This is an optimization exercise on Yosys and OpenROAD, whose aim is a short achievable clock period and few clock cycles, not a production implementation. At most, simulation tests tie the RTL to the original design; equivalence was not proved.

==> inputs of 07-11 <==
==> flow/design.v (excerpt) <==
module bv_decoder (
    input  wire        clk,
    input  wire        rst,
    input  wire [15:0] width,
    input  wire [15:0] height,
    input  wire        in_valid,
    output wire        in_ready,
    input  wire [31:0] in_data,
    output wire        out_valid,
    input  wire        out_ready,
    output wire [1:0]  out_kind,
    output wire [10:0] out_x,
    output wire [10:0] out_y,
    output wire [15:0] out_pat,
    output wire        fault
);
    localparam [1:0] K_PAT   = 2'd0;
    localparam [1:0] K_INDEX = 2'd1;
    localparam [1:0] K_FLIP  = 2'd2;
    localparam [1:0] T_SLOT  = 2'd0;
    localparam [1:0] T_MOVE  = 2'd1;
    localparam [1:0] T_FLIP  = 2'd2;
    localparam [1:0] T_STEP  = 2'd3;
    localparam integer CAP = 8;      
    localparam integer SU = 0, SI = 1, SN = 2, MV = 3, FL = 4, EM = 5,
                       HU = 6, HI = 7, HN = 8;
    function integer tlen;
        input integer c;
        begin
            case (c)
                SU: tlen = 2;   SI: tlen = 10;  SN: tlen = 18;
                MV: tlen = 12;  FL: tlen = 18;  EM: tlen = 19;
                HU: tlen = 21;  HI: tlen = 29;  default: tlen = 37;
            endcase
        end
    endfunction
    function integer tneed;
        input integer c;
        begin
            case (c)
  ...
==> flow/config.mk <==
export PLATFORM = sky130hd
export DESIGN_NAME = bv_decoder
export DESIGN_NICKNAME = bv_decoder
export VERILOG_FILES = /design/flow/design.v
export SDC_FILE = /design/flow/constraint.sdc
export NUM_CORES = 4
export LEC_CHECK = 0
export ABC_CLOCK_PERIOD_IN_PS = 2500
export CAP_MARGIN = 20
export CORE_MARGIN = 2
export CORE_UTILIZATION = 40
export SETUP_SLACK_MARGIN = 5
export SLEW_MARGIN = 20
==> flow/constraint.sdc <==
create_clock -name core_clock -period 8.0 [get_ports {clk}]
set_input_delay 1.6000 -clock core_clock [delete_from_list [all_inputs] [get_ports {clk}]]
set_output_delay 1.6000 -clock core_clock [all_outputs]
set_load 0.01 [all_outputs]
standard.sh (not shown) runs the stock make flow with config.mk's settings and CLKGATE_MAP_FILE= SYNTH_SCRIPT=/design/flow/synth_recipe.tcl, a recipe that flattens the netlist after the stock synthesis.
==> flow/flow/run.sh <==
#!/bin/bash
# Own layout flow: the standard flow (standard.sh, standard synthesis, same
# floorplan, power grid, placement, CTS and routing steps), with two changes to
# how timing is repaired: the port buffers are plain buffers, and repair may
# resize any cell to a cell of another footprint.
set -euo pipefail
bash standard.sh finish \
    MATCH_CELL_FOOTPRINT=0 \
    "BUFFER_PORTS_ARGS=-buffer_cell sky130_fd_sc_hd__buf_4" \
    > standard.log 2>&1
==> inputs of 11-24, as changes to 07-11 <==
--- a/flow/design.v
+++ b/flow/design.v
@@ -71,20 +71,19 @@
                 if (m[i]) low_index = i[3:0];
         end
     endfunction
     reg  [31:0] h0, h1;
     reg         v0, v1;
     reg         in_ready_r;
     reg  [95:0] bbuf;        
-    reg  [127:0] bge;        
+    reg  [6:0]  bcnt;        
     reg  [7:0]  b8;          
     reg  [8:0]  B8;          
     wire        push = in_valid && in_ready_r;
-    reg         app;         
-    wire [255:0] bgx = {128'd0, bge};
+    wire        app  = v0 && (bcnt <= 7'd64);      
     assign in_ready = in_ready_r;
     reg         v0_n, v1_n;
     always @(*) begin
         if (app) begin
             v0_n = v1 | push;
             v1_n = v1 & push;
         end else begin
@@ -138,83 +137,60 @@
     wire s29 = sel[HI];
     wire s37 = sel[HN];
     wire [95:0] bb_n = ({96{nf }} & bb)         |
                        ({96{s2 }} & (bb >> 2))  | ({96{s10}} & (bb >> 10)) |
                        ({96{s12}} & (bb >> 12)) | ({96{s18}} & (bb >> 18)) |
                        ({96{s19}} & (bb >> 19)) | ({96{s21}} & (bb >> 21)) |
                        ({96{s29}} & (bb >> 29)) | ({96{s37}} & (bb >> 37));
+    wire [6:0]  bcnt_in = bcnt + (app ? 7'd32 : 7'd0);
     wire [15:0] hmask = bbuf[18:3];
     wire [15:0] rem1  = rem & (rem - 16'd1);
     wire [15:0] hrem1 = hmask & (hmask - 16'd1);
     wire        more  = |rem1;
     wire        hmore = |hrem1;
-    reg  [8:0]   sel_n;
-    reg  [127:0] bge_n;
-    reg  [7:0]   b8_n;
-    reg          low_n;      
-    reg  [8:0]   cls, cls0, cls1;
-    reg  [127:0] sha, shb;
-    reg          cp, tha, thb;
-    integer      c, j, L, ia2, ib2;
+    reg  [8:0]  sel_n;
+    reg  [6:0]  bcnt_n;
+    reg  [8:0]  cls;
+    reg         cp;
+    integer     c, j, L;
     always @(*) begin
         sel_n  = 9'd0;
-        bge_n  = 128'd0;
-        b8_n   = 8'd0;
-        low_n  = 1'b0;
+        bcnt_n = 7'd0;
         for (c = 0; c < 10; c = c + 1) begin
             L  = (c == 9) ? 0 : tlen(c);
-            cls0 = classify(bbuf[L +: 21], 1'b0);
-            cls1 = classify(bbuf[L +: 21], 1'b1);
             cp = (c == SU || c == SI || c == SN) ? more :
                  (c == HU || c == HI || c == HN) ? hmore :
                  (c == 9) ? pst : 1'b0;
-            cls = cp ? cls1 : cls0;
-            for (j = 0; j < 9; j = j + 1) begin
-                ia2 = L + tlen(j);
-                ib2 = L + tlen(j) - 32;
-                tha = bgx[ia2];
-                thb = (ib2 <= 0) ? 1'b1 : bgx[ib2];
-                cls[j] = cls[j] && bgx[L + tneed(j)] && (app ? thb : tha);
-            end
-            sha = bge >> L;
-            if (L >= 32) shb = bge >> (L - 32);
-            else         shb = (bge << (32 - L)) | ((128'd1 << (32 - L)) - 128'd1);
+            cls = classify(bbuf[L +: 21], cp);
+            for (j = 0; j < 9; j = j + 1)
+                cls[j] = cls[j] && ({1'b0, bcnt}    >= L + tneed(j))
+                                && ({1'b0, bcnt_in} >= L + tlen(j));
             if ((c == 9) ? nf : sel[c]) begin
                 sel_n  = sel_n | cls;
-                bge_n  = bge_n | (app ? shb : sha);
-                b8_n   = b8_n | ((b8 >> (L % 8)) | (b8 << (8 - (L % 8))));
-                low_n  = low_n | ~(app ? bgx[65 + L - 32] : bgx[65 + L]);
+                bcnt_n = bcnt_n | (bcnt_in - L[6:0]);
             end
         end
         sel_n = sel_n & {9{room_n}};
     end
-    reg  [8:0] B8_n;
-    integer    a8;
-    always @(*) begin
-        for (a8 = 0; a8 < 9; a8 = a8 + 1)
-            B8_n[a8] = bge_n[8 * a8] & ~bge_n[8 * a8 + 8];
-    end
     always @(posedge clk) begin
         if (rst) begin
             bbuf <= 96'd0;
-            bge  <= 128'd1;
+            bcnt <= 7'd0;
             b8   <= 8'd1;
             B8   <= 9'd1;
-            app  <= 1'b0;
             sel  <= 9'd0;
             nf   <= 1'b1;
             pst  <= 1'b0;
             rem  <= 16'd0;
             pdir <= 2'd0;
         end else begin
             bbuf <= bb_n;
-            bge  <= bge_n;
-            b8   <= b8_n;
-            B8   <= B8_n;
-            app  <= v0_n & low_n;
+            bcnt <= bcnt_n;
+            b8   <= 8'd1 << bcnt_n[2:0];
+            B8   <= 9'd1 << bcnt_n[6:3];
             sel  <= sel_n;
             nf   <= ~|sel_n;
             if (sel[SU] | sel[SI] | sel[SN]) begin
                 rem <= rem1;
                 pst <= more;
             end else if (sel[HU] | sel[HI] | sel[HN]) begin
                 rem  <= hrem1;
@@ -286,36 +262,40 @@
                     2'd2: cur_x <= cur_x - 8'd1;
                     2'd3: cur_y <= cur_y - 8'd1;
                 endcase
             end
         end
     end
     reg  [35:0] fmem [0:CAP-1];
-    reg  [3:0]  fwp, frp;
+    reg  [2:0]  fwp, frp;
+    reg  [3:0]  fcnt;
     reg         ov;
     reg  [1:0]  okind;
     reg  [8:0]  ox, oy;
     reg  [15:0] opat;
     reg         fault_r;
-    wire        fempty = (fwp == frp);
-    wire        ofire  = ov && out_ready;
-    wire        oload  = (!ov || out_ready) && !fempty;
-    wire [35:0] fhead  = fmem[frp[2:0]];
+    wire        ofire = ov && out_ready;
+    wire        oload = (!ov || out_ready) && (fcnt != 4'd0);
+    wire [35:0] fhead = fmem[frp];
+    wire [3:0]  fcnt_next = fcnt + {3'd0, epush} - {3'd0, oload};
+    wire        ov_next   = oload | (ov & ~out_ready);
     always @(posedge clk) begin
-        fmem[fwp[2:0]] <= ev;
+        if (epush) fmem[fwp] <= ev;
         if (rst) begin
-            fwp     <= 4'd0;
-            frp     <= 4'd0;
+            fwp     <= 3'd0;
+            frp     <= 3'd0;
+            fcnt    <= 4'd0;
             ov      <= 1'b0;
             fault_r <= 1'b0;
         end else begin
-            if (epush) fwp <= fwp + 4'd1;
-            if (oload) frp <= frp + 4'd1;
-            ov      <= oload | (ov & ~out_ready);
-            fault_r <= faulted && fempty && !ov;
+            if (epush) fwp <= fwp + 3'd1;
+            if (oload) frp <= frp + 3'd1;
+            fcnt    <= fcnt_next;
+            ov      <= ov_next;
+            fault_r <= (faulted || bad) && (fcnt_next == 4'd0) && !ov_next;
         end
         if (oload) begin
             okind <= fhead[35:34];
             ox    <= fhead[33:25];
             oy    <= fhead[24:16];
             opat  <= fhead[15:0];
         end
@@ -326,16 +306,15 @@
     assign out_y     = {oy, 2'b00};
     assign out_pat   = opat;
     assign fault     = fault_r;
     reg  [3:0] occ;
     reg  [1:0] dec_r;
     wire       cret = tv && (ttyp == T_MOVE || ttyp == T_STEP);
     wire [3:0] occ_next = occ + {3'd0, fire} - {2'd0, dec_r};
-    wire [3:0] occ_d    = occ - {2'd0, dec_r};
-    assign room_n = nf ? (occ_d < CAP) : (occ_d < CAP - 1);
+    assign room_n = (occ_next < CAP);
     always @(posedge clk) begin
         if (rst) begin
             occ   <= 4'd0;
             dec_r <= 2'd0;
         end else begin
             occ   <= occ_next;
             dec_r <= {1'b0, cret} + {1'b0, edrop} + {1'b0, ofire};
==> flow/run.sh (new file) <==
#!/bin/bash
# synth_recipe.tcl (not shown) runs the flow's synth.tcl, then flattens the netlist and writes it again
# the make line also repeats each setting of config.mk as NAME=value (left out here)
make -C /OpenROAD-flow-scripts/flow DESIGN_CONFIG=/design/flow/config.mk WORK_HOME=/design/flow/orfs CLKGATE_MAP_FILE= SYNTH_SCRIPT=/design/flow/synth_recipe.tcl finish
removed: flow/flow/run.sh
removed: flow/standard.sh
==> flow_metrics.py <==
metrics = {
    "clock_tree": {
        "ctsResizeCount": 220,
        "cts_buffers": 70,
    },
    "floorplanning": {
        "initial_core_util_pct": 40.5,
    },
    "final_layout": {
        "nMultiInputCombCells": 2053,
    },
    "power_and_ir_drop": {
        "p_per_area_nw_per_um2": 307,
        "power_switching_w": 0.00492,
        "comb-power_w": 0.00501,
    },
    "placed_design": {
        "routabilityCongestion": 0.930,
        "placed_cell_area_um2": 35000,
    },
    "timing": {
        "skew_ns": 0.0445,
    },
    "drt": {
        "routed_wl_um": 127000,
    },
    "run_status": {
        "status": "complete, no violations",
    },
    "global_route": {
        "grt_max_degree": 100,
    },
}
# the run above: 11-24

==> flow_metrics.py <==
metrics = {
    "run_status": {
        "status": "complete, no violations",
    },
    "power_and_ir_drop": {
        "pg_seq_w": 0.00484,
        "comb-power_w": 0.00277,
        "p_per_area_nw_per_um2": 246,
    },
    "clock_tree": {
        "ctsResizeCount": 34,
        "cts_buffers": 83,
    },
    "worst_hold_path": {
        "min_from": "pdir[0]$_SDFFE_PP0P_",
    },
    "logic_synthesis": {
        "synth_area_leader_cell": "edfxtp_1",
        "synth.area.top_cells": "edfxtp_1, dfxtp_1, a22oi_1",
    },
    "timing": {
        "skew_ns": 0.0379,
    },
    "global_route": {
        "grt_max_degree": 182,
    },
    "placed_design": {
        "routabilityCongestion": 0.949,
        "placed_cell_area_um2": 42900,
    },
    "drt": {
        "route.detailed.drc": 0,
        "routed_wl_um": 160000,
    },
    "floorplanning": {
        "initial_core_util_pct": 40.4,
    },
    "final_layout": {
        "nMultiInputCombCells": 2716,
    },
}
# the run above: 07-11

Testbench counts of 07-11, summed over its fixed seeds: cycles 43,802.
Only the layout flow was run in 11-24; the RTL was not checked for function there.

==> static timing again, ports no longer ideal <==
The flow's constraints put no driver on any port. The routed layouts listed below were extracted and timed again, unchanged, in two steps.
Step 1: set_driving_cell puts a clkbuf_16 on clk and a buf_2 on each other input, an assumption about the parent block.
Step 2 moves the port delays by t, midway between the first and last clock arrival at a register: inputs arrive t later, outputs are due t later. That takes back most of the time a late clock gives input paths.
Slacks: ideal ports / drivers / drivers and shift; pairs: ideal ports / drivers.
run	t, ns	slack for setup (ns)	latest minus earliest clock arrival (ns)	worst data-port slew with drivers (ns)
07-11	0.746	5.008 / 5.008 / 4.464	0.038 / 0.038	0.05
11-24	0.697	4.405 / 4.405 / 4.302	0.050 / 0.050	0.04
After both steps every run listed still meets setup and hold. For 07-11, which loses most, drivers alone change the setup slack by 0.000 ns; drivers and shift together by -0.544 ns.
